This design comes from an exercise in tuning for small area on the open sky130 flow, not from production work.
The RTL was checked by simulation tests, not by an equivalence proof against the original design.
The flow treats the clock pin as an ideal source, which a real chip does not have.
No activity file was given, so power comes from the tool's default toggle rates.

==> flow/design.v (excerpt) <==
module servoscale (
    input  wire        clk,
    input  wire        rst,
    input  wire        ppm_in,
    output wire        ppm_out,
    output wire [1:0]  ind,
    output wire        rear_en,
    output wire [15:0] raw_us,
    output wire        raw_strobe
);
clock: 100.0 ns
lec_check: 0
cap_margin: 20
core_margin: 2
core_utilization: 40
place_density: 0.6
slew_margin: 20
standard.sh (not shown) runs the stock make flow with config.mk's settings and CLKGATE_MAP_FILE= SYNTH_SCRIPT=/design/flow/synth_recipe.tcl, a recipe that flattens the netlist after the stock synthesis.
==> flow/flow/run.sh <==
#!/bin/bash
# Standard ORFS layout (the standard.sh), with two placement/CTS options changed:
#  - port buffers use the smallest buffer cell instead of the default choice;
#  - clock tree built from clkbuf_8 cells, without dummy loads.
set -euo pipefail
export BUFFER_PORTS_ARGS="-buffer_cell sky130_fd_sc_hd__buf_1"
export CTS_ARGS="-repair_clock_nets -buf_list sky130_fd_sc_hd__clkbuf_8 -root_buf sky130_fd_sc_hd__clkbuf_8 -dont_use_dummy_load"
bash standard.sh finish > make_finish.log 2>&1
The baseline completed without violations.
Edit:
==> flow/flow/run.sh (replaced) <==
#!/bin/bash
# Standard ORFS layout (the standard.sh), with two placement/CTS options changed:
#  - port buffers use the smallest buffer cell instead of the default choice;
#  - clock tree built from clkbuf_16 cells, without dummy loads.
set -euo pipefail
export BUFFER_PORTS_ARGS="-buffer_cell sky130_fd_sc_hd__buf_1"
export CTS_ARGS="-sink_clustering_enable -repair_clock_nets -buf_list sky130_fd_sc_hd__clkbuf_16 -root_buf sky130_fd_sc_hd__clkbuf_16 -dont_use_dummy_load -sink_clustering_size 70 -sink_clustering_max_diameter 500"
bash standard.sh finish > make_finish.log 2>&1
The new run completed without violations.
Cell area went up by 2.2%.
Worst setup slack is worse by 0.056 ns.
Register-to-register slack is worse by 0.03 ns.
Utilization went up by 0.98 points.
Synthesized cell count is unchanged.
Worst hold slack stays flat.
Edit:
==> flow/flow/run.sh (replaced) <==
#!/bin/bash
# Standard ORFS layout (the standard.sh), with two placement/CTS options changed:
#  - port buffers use the smallest buffer cell instead of the default choice;
#  - clock tree built from clkbuf_8 cells, without dummy loads.
set -euo pipefail
export BUFFER_PORTS_ARGS="-buffer_cell sky130_fd_sc_hd__buf_1"
export CTS_ARGS="-sink_clustering_enable -repair_clock_nets -buf_list sky130_fd_sc_hd__clkbuf_4 -root_buf sky130_fd_sc_hd__clkbuf_8 -dont_use_dummy_load -sink_clustering_size 10"
bash standard.sh finish > make_finish.log 2>&1
What happened: Final area went down by 2.2%. Clock skew rises by 0.0046 ns. Non-clock buffer count is unchanged. Total power came out lower by 9.2%. Critical path depth rose by 1. Global-route usage barely changes. Wire length is about the same. Cell count is unchanged. First-iteration DRC count is higher by 28%. Sequential cell count does not change.


cedar:
Another version of the RTL of servoscale (not shown whole).
For scale: ~3400 µm² of cells after synthesis.
clock: 100.0 ns
lec_check: 0
cap_margin: 20
core_margin: 2
core_utilization: 65
place_density: 0.8
slew_margin: 20
==> flow/flow/run.sh <==
#!/bin/bash
# Layout flow: the standard ORFS flow (standard.sh) with three changes.
#  1. After the standard synthesis, its combinational logic is re-mapped for
#     area by ABC (flow/reopt.sh); registers, full adders and tie cells are
#     kept exactly as the standard synthesis made them.
#  2. Port buffers use the smallest buffer cell (buf_1).
#  3. The clock tree is a single level of four clkbuf_8 cells, one per
#     quadrant of the clock sinks (flow/cts_hook.tcl), instead of TritonCTS's
#     H-tree; the rest of ORFS's CTS step (placement legalisation, timing
#     repair) runs as usual.
# Each tool's output goes to a log file of its own in this folder.
set -euo pipefail
W=$(pwd)
RES=$W/orfs/results/sky130hd/servoscale/base
export BUFFER_PORTS_ARGS="-buffer_cell sky130_fd_sc_hd__buf_1"
export PRE_CTS_TCL=$W/flow/cts_hook.tcl
export CTS_CLOCK_NET=clk CTS_GX=2 CTS_GY=2 CTS_LEAF_BUF=sky130_fd_sc_hd__clkbuf_8
export CTS_ARGS="-clk_nets clk -buf_list sky130_fd_sc_hd__clkbuf_8 -root_buf sky130_fd_sc_hd__clkbuf_8 -dont_use_dummy_load"
bash standard.sh synth > log_1_synth.log 2>&1
cp $RES/1_2_yosys.v $W/synth_standard.v
bash flow/reopt.sh $W/synth_standard.v $W/synth_reopt.v ${FLOW_TOP:-servoscale} $W/log_2_reopt > $W/log_2_reopt.log 2>&1
cp $W/synth_reopt.v $RES/1_2_yosys.v
rm -f $RES/1_synth.odb $RES/1_synth.sdc
bash standard.sh finish > log_3_finish.log 2>&1
==> flow/flow/abc_area.scr <==
strash
&get -n
&st
&deepsyn -T 90 -S @SEED@
&dch -f
&nf -a -R 1000
&put
topo
==> flow/flow/reopt.sh <==
#!/bin/bash
# usage: reopt.sh in.v out.v top logprefix
# Re-maps the standard synthesis's combinational logic for area with ABC
# (reopt.ys.in, abc_area.scr), keeping every register, full adder and tie
# cell instance as it is. ABC's deep synthesis is randomised, so it is run
# with four seeds in parallel and the smallest result is kept.
set -euo pipefail
here=$(cd "$(dirname "$0")" && pwd)
in=$1; out=$2; top=$3; log=$4
FH=${FLOW_HOME:-/OpenROAD-flow-scripts/flow}
LIB=$FH/platforms/sky130hd/lib/sky130_fd_sc_hd__tt_025C_1v80.lib
YOSYS=$FH/../tools/install/yosys/bin/yosys
DU=$(grep -o 'sky130_fd_sc_hd__lpflow[a-z0-9_]*\|sky130_fd_sc_hd__probe[a-z0-9_]*' $FH/platforms/sky130hd/config.mk | sort -u | sed 's/^/-dont_use /' | tr '\n' ' ')
KEEP=$(grep -o 'sky130_fd_sc_hd__[a-z0-9_]*' $in | sort -u | grep -E 'df|fa_|conb' | sed 's/^/setattr -mod -set keep_hierarchy 1 /')
d=$(dirname $log)
for S in 1 2 3 4; do
  sed "s/@SEED@/$S/" $here/abc_area.scr > $d/abc_area_$S.scr
  sed -e "s|@LIB@|$LIB|g" -e "s|@IN@|$in|" -e "s|@OUT@|${out%.v}_$S.v|" -e "s|@TOP@|$top|g" \
      -e "s|@DONTUSE@|$DU|" -e "s|@SCRIPT@|$d/abc_area_$S.scr|" $here/reopt.ys.in \
    | awk -v k="$KEEP" '{ if ($0=="@KEEP@") print k; else print }' > $d/reopt_$S.ys
  $YOSYS -s $d/reopt_$S.ys > ${log}_$S.log 2>&1 &
done
wait
best=""; bestA=""
for S in 1 2 3 4; do
  a=$(grep "Chip area for module '\\\\$top'" ${log}_$S.log | tail -1 | awk '{print $NF}')
  echo "seed $S: area $a"
  if [ -n "$a" ] && { [ -z "$bestA" ] || awk "BEGIN{exit !($a < $bestA)}"; }; then best=$S; bestA=$a; fi
done
echo "kept seed $best (area $bestA)"
cp ${out%.v}_$best.v $out
Other scripts of this flow, unchanged in this note and not shown: flow/flow/cts_hook.tcl, flow/flow/reopt.ys.in
The flow did not stop early for cedar: all stages ran, and the layout cleared the timing, design-rule and antenna checks.
The inputs of umber differ from those of cedar as listed below.
- swapping 0.8 for 0.9 in PLACE_DENSITY
- swapping 65 for 80 in CORE_UTILIZATION
==> comparison <==
Looking at maximum net fanout on the critical path, umber sits 2 lower than cedar does. cedar → umber: sequential power was more or less identical; power moved up. umber reports a higher combinational power than cedar does. Of cedar and umber, cedar shows the lower standby leakage power, with umber above it. As of umber, power density relative to cell area had risen slightly compared to cedar. Clock network fraction of total power delta for umber relative to cedar: 0.2 points lower.
Relative to umber, the following input files were edited for ember:
- swapping 0.9 for 0.6 in PLACE_DENSITY
- swapping 80 for 40 in CORE_UTILIZATION
-- flow/flow/run.sh --
<<< umber, line 19
bash standard.sh synth > log_1_synth.log 2>&1
cp $RES/1_2_yosys.v $W/synth_standard.v
bash flow/reopt.sh $W/synth_standard.v $W/synth_reopt.v ${FLOW_TOP:-servoscale} $W/log_2_reopt > $W/log_2_reopt.log 2>&1
cp $W/synth_reopt.v $RES/1_2_yosys.v
rm -f $RES/1_synth.odb $RES/1_synth.sdc
>>> ember, line 19
bash standard.sh synth > log_1_synth.log 2>&1
cp $RES/1_2_yosys.v $W/synth_standard.v
bash flow/reopt.sh $W/synth_standard.v $W/synth_reopt.v ${FLOW_TOP:-servoscale} $W/log_2_reopt.log
cp $W/synth_reopt.v $RES/1_2_yosys.v
rm -f $RES/1_synth.odb $RES/1_synth.sdc
==> flow/flow/abc_area.scr <==
strash
&get -n
&st
&deepsyn -T 120
&dch -f
&nf -a -R 1000
&put
topo
==> flow/flow/reopt.sh <==
#!/bin/bash
# usage: reopt.sh in.v out.v top log
set -euo pipefail
here=$(cd "$(dirname "$0")" && pwd)
in=$1; out=$2; top=$3; log=$4
FH=${FLOW_HOME:-/OpenROAD-flow-scripts/flow}
LIB=$FH/platforms/sky130hd/lib/sky130_fd_sc_hd__tt_025C_1v80.lib
YOSYS=$FH/../tools/install/yosys/bin/yosys
DU=$(grep -o 'sky130_fd_sc_hd__lpflow[a-z0-9_]*\|sky130_fd_sc_hd__probe[a-z0-9_]*' $FH/platforms/sky130hd/config.mk | sort -u | sed 's/^/-dont_use /' | tr '\n' ' ')
KEEP=$(grep -o 'sky130_fd_sc_hd__[a-z0-9_]*' $in | sort -u | grep -E 'df|fa_|conb' | sed 's/^/setattr -mod -set keep_hierarchy 1 /')
sed -e "s|@LIB@|$LIB|g" -e "s|@IN@|$in|" -e "s|@OUT@|$out|" -e "s|@TOP@|$top|g" -e "s|@DONTUSE@|$DU|" -e "s|@SCRIPT@|$here/abc_area.scr|" $here/reopt.ys.in | awk -v k="$KEEP" '{ if ($0=="@KEEP@") print k; else print }' > $(dirname $log)/reopt.ys
$YOSYS -s $(dirname $log)/reopt.ys > $log 2>&1
--- outcome ---
ember ended up with sky130_fd_sc_hd__fa_1 as its slowest library cell on the worst path; umber ended up with sky130_fd_sc_hd__a21boi_0. Delta(relative contribution of the clock network to total power, ember - umber) > 0. Post-synthesis area per instance came out higher on ember than on umber. ember vs. umber: maximum vdd ir drop -47%, leakage power figure +about 1.2%. ember and umber ended up with roughly the same clock-pin transition on the worst setup and hold timing paths. Comparing global-route usage for ember and umber, the bigger number came from umber.
Relative to ember, the following input files were edited for delta:
- a change of PLACE_DENSITY from 0.6 to 0.8
- a change of CORE_UTILIZATION from 40 to 65
-- flow/flow/run.sh --
<<< ember, line 19
bash standard.sh synth > log_1_synth.log 2>&1
cp $RES/1_2_yosys.v $W/synth_standard.v
bash flow/reopt.sh $W/synth_standard.v $W/synth_reopt.v ${FLOW_TOP:-servoscale} $W/log_2_reopt.log
cp $W/synth_reopt.v $RES/1_2_yosys.v
rm -f $RES/1_synth.odb $RES/1_synth.sdc
>>> delta, line 19
bash standard.sh synth > log_1_synth.log 2>&1
cp $RES/1_2_yosys.v $W/synth_standard.v
bash flow/reopt.sh $W/synth_standard.v $W/synth_reopt.v ${FLOW_TOP:-servoscale} $W/log_2_reopt > $W/log_2_reopt.log 2>&1
cp $W/synth_reopt.v $RES/1_2_yosys.v
rm -f $RES/1_synth.odb $RES/1_synth.sdc
==> flow/flow/abc_area.scr <==
strash
&get -n
&st
&deepsyn -T 90 -S @SEED@
&dch -f
&nf -a -R 1000
&put
topo
==> flow/flow/reopt.sh <==
#!/bin/bash
# usage: reopt.sh in.v out.v top logprefix
# Re-maps the standard synthesis's combinational logic for area with ABC
# (reopt.ys.in, abc_area.scr), keeping every register, full adder and tie
# cell instance as it is. ABC's deep synthesis is randomised, so each round
# runs it with four seeds in parallel; the second round starts from the
# smallest result of the first, and the smallest result overall is kept.
set -euo pipefail
here=$(cd "$(dirname "$0")" && pwd)
in=$1; out=$2; top=$3; log=$4
FH=${FLOW_HOME:-/OpenROAD-flow-scripts/flow}
LIB=$FH/platforms/sky130hd/lib/sky130_fd_sc_hd__tt_025C_1v80.lib
YOSYS=$FH/../tools/install/yosys/bin/yosys
DU=$(grep -o 'sky130_fd_sc_hd__lpflow[a-z0-9_]*\|sky130_fd_sc_hd__probe[a-z0-9_]*' $FH/platforms/sky130hd/config.mk | sort -u | sed 's/^/-dont_use /' | tr '\n' ' ')
KEEP=$(grep -o 'sky130_fd_sc_hd__[a-z0-9_]*' $in | sort -u | grep -E 'df|fa_|conb' | sed 's/^/setattr -mod -set keep_hierarchy 1 /')
d=$(dirname $log)
best=""; bestA=""
src=$in
for round in 1 2; do
  for k in 1 2 3 4; do
    S=$(( (round - 1) * 4 + k ))
    sed "s/@SEED@/$S/" $here/abc_area.scr > $d/abc_area_$S.scr
    sed -e "s|@LIB@|$LIB|g" -e "s|@IN@|$src|" -e "s|@OUT@|${out%.v}_$S.v|" -e "s|@TOP@|$top|g" \
        -e "s|@DONTUSE@|$DU|" -e "s|@SCRIPT@|$d/abc_area_$S.scr|" $here/reopt.ys.in \
      | awk -v k="$KEEP" '{ if ($0=="@KEEP@") print k; else print }' > $d/reopt_$S.ys
    $YOSYS -s $d/reopt_$S.ys > ${log}_$S.log 2>&1 &
  done
  wait
  for k in 1 2 3 4; do
    S=$(( (round - 1) * 4 + k ))
    a=$(grep "Chip area for module '\\\\$top'" ${log}_$S.log | tail -1 | awk '{print $NF}')
    echo "round $round seed $S: area $a"
    if [ -n "$a" ] && { [ -z "$bestA" ] || awk "BEGIN{exit !($a < $bestA)}"; }; then best=$S; bestA=$a; fi
  done
  src=${out%.v}_$best.v
done
echo "kept seed $best (area $bestA)"
cp ${out%.v}_$best.v $out
==> run summary <==
delta has completed all stages; timing, DRC and antenna checks passed. | slack of the worst reg-to-reg path | delta vs ember | 0.19 ns higher |. From ember to delta the numbers moved as follows: wire length now sits lower; maximum frequency did not really move; power dissipated in the clock network essentially unchanged; share of the cycle needed by the critical path after routing essentially unchanged.

afterwards: timing with drivers on the ports:
The results above use ideal ports. As a check the final layouts listed here were re-extracted and re-timed, cells and wires unchanged. Step 1 sets driving cells, clkbuf_16 on the clock port and buf_2 on the other inputs (assumed; they add their load-dependent delay and slew). Step 2 adds t to the input delays and takes it off the output delays; t is the mean of the earliest and latest rising clock arrival at the registers after step 1. Input paths then give back, and output paths get back, about the clock's delay inside the block. Three values: ideal ports, drivers, drivers and shift; two values: the first two.
| run | shift t [ns] | setup slack, ns | pins driven straight from the clock port |
|---|---|---|---|
| the first run of note 1 | 0.372 | 71.471 / 71.483 / 71.111 | 1 |
| the second run of note 1 | 0.362 | 71.416 / 71.433 / 71.070 | 1 |
| the third run of note 1 | 0.372 | 71.471 / 71.483 / 71.111 | 1 |
| cedar | 0.221 | 70.358 / 70.399 / 70.179 | 4 |
| umber | 0.214 | 70.258 / 70.295 / 70.080 | 4 |
| ember | 0.224 | 71.417 / 71.456 / 71.232 | 4 |
| delta | 0.222 | 71.374 / 71.414 / 71.193 | 4 |
After both steps every run listed still meets setup and hold.
